This is an optimization exercise on Yosys and OpenROAD, whose aim is small area, not a production implementation. At most, simulation tests tie the RTL to the original design; equivalence was not proved. The clock port is modelled as an ideal driver; clocking choices that lean on that would not hold on a real chip. Power figures rest on the tool's default switching activity, not on a simulated workload.

// bc211_core
module bc211_core (
    input  wire        clk,
    input  wire        rst,
    input  wire [7:0]  cfg_debounce_n,
    input  wire        cfg_notify_en,
    input  wire        tick,
    input  wire        stop,
    input  wire [31:0] now,
    output reg         hid_open,
    input  wire        hid_open_done,
    input  wire        hid_open_ok,
    output reg         hid_close,
    output wire        tx_valid,
    output reg  [7:0]  tx_data,
    output wire        tx_last,
    input  wire        tx_ready,
    input  wire        tx_done,
    input  wire [1:0]  tx_status,
    output reg         rx_req,
    input  wire        rx_valid,
    input  wire [7:0]  rx_data,
    input  wire        rx_timeout,
    output wire [50:0] snap,        
    output wire [5:0]  err,         
    output wire [2:0]  link_sst,
    output wire        link_rc,
    output wire [2:0]  link_bst,
    output wire [5:0]  ev_valid,
    output wire [17:0] ev_prev,
    output wire [17:0] ev_new,
    output wire [31:0] ev_ts,
    output wire [5:0]  nt_valid,
    output wire [17:0] nt_summary
);
Settings: LEC_CHECK=0, CAP_MARGIN=20, CORE_MARGIN=2, CORE_UTILIZATION=40, CTS_BUF_LIST=sky130_fd_sc_hd__clkbuf_2 sky130_fd_sc_hd__clkbuf_4 sky130_fd_sc_hd__clkbuf_8, SLEW_MARGIN=20; clock period 10.0 ns.
standard.sh (not shown) runs the stock make flow with config.mk's settings and CLKGATE_MAP_FILE= SYNTH_SCRIPT=/design/flow/synth_recipe.tcl, a recipe that flattens the netlist after the stock synthesis.
==> flow/flow/run.sh <==
#!/bin/bash
# Standard layout, with the port buffers made from the smallest buffer cell
# (resizing still upsizes any that timing or slew needs).
set -euo pipefail
bash standard.sh synth > synth.log 2>&1
export BUFFER_PORTS_ARGS="-buffer_cell sky130_fd_sc_hd__buf_1"
bash standard.sh finish > finish.log 2>&1
The starting point went through all stages and came out clean.
Change:
CTS_BUF_LIST = sky130_fd_sc_hd__clkbuf_8   (was sky130_fd_sc_hd__clkbuf_2 sky130_fd_sc_hd__clkbuf_4 sky130_fd_sc_hd__clkbuf_8)
The new run completed with no timing, DRC or antenna violations. Design area barely changes. Clock power stays flat. Non-clock buffer count is unchanged. Worst hold slack loses 0.0039 ns. Via count hardly moves. Area after synthesis is unchanged. Wire length is about the same.
No functional check of the RTL was part of any run of this note.

bc211_core, a different RTL version from the one above (not shown whole).
Size: roughly 790 cells after synthesis, about 160 flip-flops, roughly 240 I/O pins.
==> flow/config.mk <==
export PLATFORM = sky130hd
export DESIGN_NAME = bc211_core
export DESIGN_NICKNAME = bc211_core
export VERILOG_FILES = /design/flow/design.v
export SDC_FILE = /design/flow/constraint.sdc
export NUM_CORES = 4
export LEC_CHECK = 0
export CAP_MARGIN = 0
export CORE_MARGIN = 2
export CORE_UTILIZATION = 60
export CTS_BUF_LIST = sky130_fd_sc_hd__clkbuf_8
export SLEW_MARGIN = 0
==> flow/constraint.sdc <==
create_clock -name core_clock -period 10.0 [get_ports {clk}]
set_input_delay 2.0000 -clock core_clock [delete_from_list [all_inputs] [get_ports {clk}]]
set_output_delay 2.0000 -clock core_clock [all_outputs]
set_load 0.01 [all_outputs]
==> flow/flow/run.sh <==
#!/bin/bash
# The standard layout with three changes:
#  - synthesis leaves the adders to ABC and maps the logic with an
#    area-oriented ABC script (flow/area.abc); the flip-flops and every other
#    synthesis step are the standard ones (flow/synth_area.tcl);
#  - the port buffers are made from the smallest buffer cell (resizing still
#    upsizes any that timing or slew needs);
#  - the clock tree is two levels of buffers built by flow/clock_tree.tcl
#    before CTS, in place of TritonCTS's H-tree.
set -euo pipefail
here=$PWD
sed "s#SYNTH_SCRIPT=[^ ]*#SYNTH_SCRIPT=$here/flow/synth_area.tcl#" standard.sh > area_standard.sh
grep -q "SYNTH_SCRIPT=$here/flow/synth_area.tcl" area_standard.sh
export AREA_ABC_SCRIPT=$here/flow/area.abc
export BUFFER_PORTS_ARGS="-buffer_cell sky130_fd_sc_hd__buf_1"
export PRE_CTS_TCL=$here/flow/clock_tree.tcl
export CTS_ARGS="-clk_nets clk -dont_use_dummy_load -buf_list sky130_fd_sc_hd__clkbuf_8"
bash area_standard.sh synth > synth.log 2>&1
bash area_standard.sh finish > finish.log 2>&1
==> flow/flow/area.abc <==
strash
dch -f
amap
mfs2
strash
dch -f
amap
mfs2
strash
dch -f
amap
mfs2
strash
dch -f
amap
mfs2
strash
dch -f
amap
topo
Other scripts of this flow, unchanged in this note and not shown: flow/flow/clock_tree.tcl, flow/flow/synth_area.tcl
Rerun with:
CORE_UTILIZATION = 88   (was 60)
The new run ended with an error in 3_1_place_gp_skip_io with GPL-0301.
Synthesized area does not change.
Synthesized cell count stays the same.
Rerun with:
==> flow/flow/area.abc (replaced) <==
strash
dch -f
amap
mfs2
strash
dch -f
amap
mfs2
strash
dch -f
amap
topo
CORE_UTILIZATION = 40   (was 88)
Now the flow finished with timing, DRC and antenna clean.
Synthesized area hardly moves.
Synthesized cell count barely changes.
Rerun with:
==> flow/flow/area.abc (replaced) <==
strash
dch -f
amap
mfs2
strash
dch -f
amap
mfs2
strash
dch -f
amap
mfs2
strash
dch -f
amap
mfs2
strash
dch -f
amap
topo
Result:
- via count goes up by 0.82%
- final cell count barely changes
- combinational power decreases by about 3%
- die area is about the same
- final area hardly moves
- setup slack gets better by 400 ps
- clock power is about the same
- total power is lower by 1.4%
- maximum frequency is higher by about 8%
- synthesized cell count barely changes
- wire length came out higher by about 1.5%

Setup of raven:
Another version of the RTL of bc211_core (not shown whole).
Size in the first run: about 940 cells after synthesis, ~160 flip-flops, roughly 240 I/O pins, ~0.0086 mm2 of cells after synthesis.
Design bc211_core, start of the top module:
module bc211_core (
    input  wire        clk,
    input  wire        rst,
    input  wire [7:0]  cfg_debounce_n,
    input  wire        cfg_notify_en,
    input  wire        tick,
    input  wire        stop,
    input  wire [31:0] now,
    output reg         hid_open,
    input  wire        hid_open_done,
    input  wire        hid_open_ok,
    output reg         hid_close,
    output wire        tx_valid,
    output reg  [7:0]  tx_data,
    output wire        tx_last,
    input  wire        tx_ready,
    input  wire        tx_done,
    input  wire [1:0]  tx_status,
    output reg         rx_req,
    input  wire        rx_valid,
    input  wire [7:0]  rx_data,
    input  wire        rx_timeout,
    output wire [50:0] snap,        
    output wire [5:0]  err,         
    output wire [2:0]  link_sst,
    output wire        link_rc,
    output wire [2:0]  link_bst,
    output wire [5:0]  ev_valid,
    output wire [17:0] ev_prev,
    output wire [17:0] ev_new,
    output wire [31:0] ev_ts,
    output wire [5:0]  nt_valid,
    output wire [17:0] nt_summary
);
==> flow/config.mk <==
export PLATFORM = sky130hd
export DESIGN_NAME = bc211_core
export DESIGN_NICKNAME = bc211_core
export VERILOG_FILES = /design/flow/design.v
export SDC_FILE = /design/flow/constraint.sdc
export NUM_CORES = 4
export LEC_CHECK = 0
export CAP_MARGIN = 20
export CORE_MARGIN = 2
export CORE_UTILIZATION = 40
export CTS_BUF_LIST = sky130_fd_sc_hd__clkbuf_8
export SLEW_MARGIN = 20
==> flow/constraint.sdc <==
create_clock -name core_clock -period 10.0 [get_ports {clk}]
set_input_delay 2.0000 -clock core_clock [delete_from_list [all_inputs] [get_ports {clk}]]
set_output_delay 2.0000 -clock core_clock [all_outputs]
set_load 0.01 [all_outputs]
==> flow/flow/run.sh <==
#!/bin/bash
# Standard layout, with the port buffers made from the smallest buffer cell
# (resizing still upsizes any that timing or slew needs).
set -euo pipefail
bash standard.sh synth > synth.log 2>&1
export BUFFER_PORTS_ARGS="-buffer_cell sky130_fd_sc_hd__buf_1"
bash standard.sh finish > finish.log 2>&1
Modified inputs, zinc compared to raven
==> flow/flow/run.sh <==
#!/bin/bash
# The standard layout with three changes:
#  - synthesis maps the logic with an area-oriented ABC script (flow/area.abc);
#    the flip-flops and every other synthesis step are the standard ones;
#  - the port buffers are made from the smallest buffer cell (resizing still
#    upsizes any that timing or slew needs);
#  - the clock tree is built without dummy balancing loads.
set -euo pipefail
here=$PWD
sed "s#SYNTH_SCRIPT=[^ ]*#SYNTH_SCRIPT=$here/flow/synth_area.tcl#" standard.sh > area_standard.sh
grep -q "SYNTH_SCRIPT=$here/flow/synth_area.tcl" area_standard.sh
export AREA_ABC_SCRIPT=$here/flow/area.abc
export BUFFER_PORTS_ARGS="-buffer_cell sky130_fd_sc_hd__buf_1"
export CTS_ARGS="-sink_clustering_enable -repair_clock_nets -dont_use_dummy_load -buf_list sky130_fd_sc_hd__clkbuf_8"
bash area_standard.sh synth > synth.log 2>&1
bash area_standard.sh finish > finish.log 2>&1
==> flow/flow/area.abc (new file) <==
strash
dch -f
amap
mfs2
strash
dch -f
amap
mfs2
strash
dch -f
amap
topo
==> flow/flow/synth_area.tcl (new file) <==
# synth_recipe.tcl with one change: the technology mapping of the logic uses
# an area-oriented ABC script (flow/area.abc) in place of ORFS's speed script.
# Everything else, including the flip-flop mapping, is the standard synthesis.
proc synth {args} { yosys synth -nofsm -noshare {*}$args }
proc abc {args} {
  set i [lsearch -exact $args -script]
  if {$i >= 0} { lset args [expr {$i + 1}] $::env(AREA_ABC_SCRIPT) }
  yosys abc {*}$args
}
source $::env(SCRIPTS_DIR)/synth.tcl
# left out here: clear keep_hierarchy, flatten, clean up, hide names made inside functions, write 1_2_yosys.v
==> comparison <==
zinc: no failed stages, no open violations at the end
Re sequential share of layout area: zinc is 4.0 points up on raven.
Count of fill cells added during filler insertion sits lower in zinc than in raven.
raven has a higher count of multi-input combinational gates than zinc.
Changes observed in zinc relative to raven: actual slew at the worst max-slew pin went down, largest fanout on the critical path went down, routed length per placed instance went up, non-clock buffer count went down.
Here is what was changed in the inputs of yarrow compared with zinc.
==> flow/flow/run.sh <==
#!/bin/bash
# Standard layout, with the port buffers made from the smallest buffer cell
# (resizing still upsizes any that timing or slew needs) and a clock tree
# without the dummy balancing loads.
set -euo pipefail
bash standard.sh synth > synth.log 2>&1
export BUFFER_PORTS_ARGS="-buffer_cell sky130_fd_sc_hd__buf_1"
export CTS_ARGS="-sink_clustering_enable -repair_clock_nets -dont_use_dummy_load -buf_list sky130_fd_sc_hd__clkbuf_8 -sink_clustering_size 40 -sink_clustering_max_diameter 200 -sink_clustering_levels 1"
bash standard.sh finish > finish.log 2>&1
removed: flow/flow/area.abc
removed: flow/flow/synth_area.tcl
Notes after the runs:
Taking zinc as the reference, in yarrow total sequential power saw an increase, total standard cell area after synthesis higher, final weighted congestion in routability-driven placement saw a decrease, synthesized cell count climbed 82, number of standard cells in the layout, taps in and fillers out up 80.
Diff yarrow..zinc | post-CTS setup-driven buffer insertion count | unchanged
The combinational family with the most area after synthesis comes out compound AO/OA/AOI/OAI gates in one run and simple AND/OR/NAND/NOR gates in the other, namely in zinc and yarrow respectively.
Cmp yarrow and zinc / portion of the post-synthesis area used by sequential elements / lower: yarrow
When the final numbers for yarrow and zinc were put side by side, the worst hold slack turned out to be greater in zinc.
Changes in willow relative to yarrow:
- an added CTS_CLUSTER_DIAMETER of 100
- an added CTS_CLUSTER_SIZE of 40
==> flow/flow/run.sh <==
#!/bin/bash
# Standard layout, with the port buffers made from the smallest buffer cell
# (resizing still upsizes any that timing or slew needs).
set -euo pipefail
bash standard.sh synth > synth.log 2>&1
export BUFFER_PORTS_ARGS="-buffer_cell sky130_fd_sc_hd__buf_1"
bash standard.sh finish > finish.log 2>&1
==> comparison <==
yarrow → willow: total power went up, transition at the pin with the smallest max-transition slack went down, cell area went up, signal arrival time at the worst endpoint went up, clock period minus final worst setup slack went up. [compare] base=yarrow new=willow: final wirelength barely changed; portion of the clock cycle consumed by the worst path in the final layout climbed 0.73 points.
#### Input delta (nickel over willow)
- CTS_CLUSTER_DIAMETER: 100 -> unset
- CTS_CLUSTER_SIZE: 40 -> unset
==> flow/flow/run.sh <==
#!/bin/bash
# Standard layout, with the port buffers made from the smallest buffer cell
# (resizing still upsizes any that timing or slew needs) and a clock tree
# without the dummy balancing loads.
set -euo pipefail
bash standard.sh synth > synth.log 2>&1
export BUFFER_PORTS_ARGS="-buffer_cell sky130_fd_sc_hd__buf_1"
export CTS_ARGS="-sink_clustering_enable -repair_clock_nets -dont_use_dummy_load -buf_list sky130_fd_sc_hd__clkbuf_8"
bash standard.sh finish > finish.log 2>&1
Findings:
- Changes observed in nickel relative to willow: fraction of standard cell area that is sequential moved up, maximum frequency moved up, growth of design area from synthesis to finish moved down, worst slew margin relative to its limit moved down, fraction of power consumed by the clock network moved down.
- Sequential cell count of the final layout came out exactly the same in willow and nickel.
- Re number of cells produced by synthesis: no difference whatsoever between willow and nickel.
- When the final numbers for willow and nickel were put side by side, the final critical-path required period turned out to be greater in willow.

[re-timing with driven ports]
Ports are ideal in the flow. The routed layouts listed here were re-timed in OpenROAD.
Step 1: set_driving_cell puts a clkbuf_16 on clk and a buf_2 on each other input, an assumption about the parent block.
Step 2 also shifts input and output timing later by t, the mid clock arrival at the registers, as if the neighbouring blocks saw the same clock.
a / b / c = ideal ports / drivers / drivers and shift; a / b = the first two.
run | t, ns | setup WS [ns] | worst data-port slew with drivers (ns)
the first run of note 1 | 0.475 | 5.378 / 5.341 / 5.449 | 0.04
the second run of note 1 | 0.476 | 5.375 / 5.339 / 5.449 | 0.04
the first run of note 2 | 0.408 | 4.908 / 4.885 / 4.525 | 0.04
the third run of note 2 | 0.429 | 4.555 / 4.577 / 4.147 | 0.05
the fourth run of note 2 | 0.427 | 4.954 / 4.911 / 4.746 | 0.07
raven | 0.484 | 4.959 / 4.919 / 5.378 | 0.04
zinc | 0.484 | 4.981 / 4.981 / 4.888 | 0.08
yarrow | 0.471 | 5.032 / 4.990 / 5.371 | 0.04
willow | 0.484 | 4.959 / 4.919 / 5.378 | 0.04
nickel | 0.471 | 5.032 / 4.990 / 5.371 | 0.04
After both steps every run listed still meets setup and hold. For the third run of note 2, which loses most, drivers alone change the setup slack by +0.022 ns; drivers and shift together by -0.408 ns.
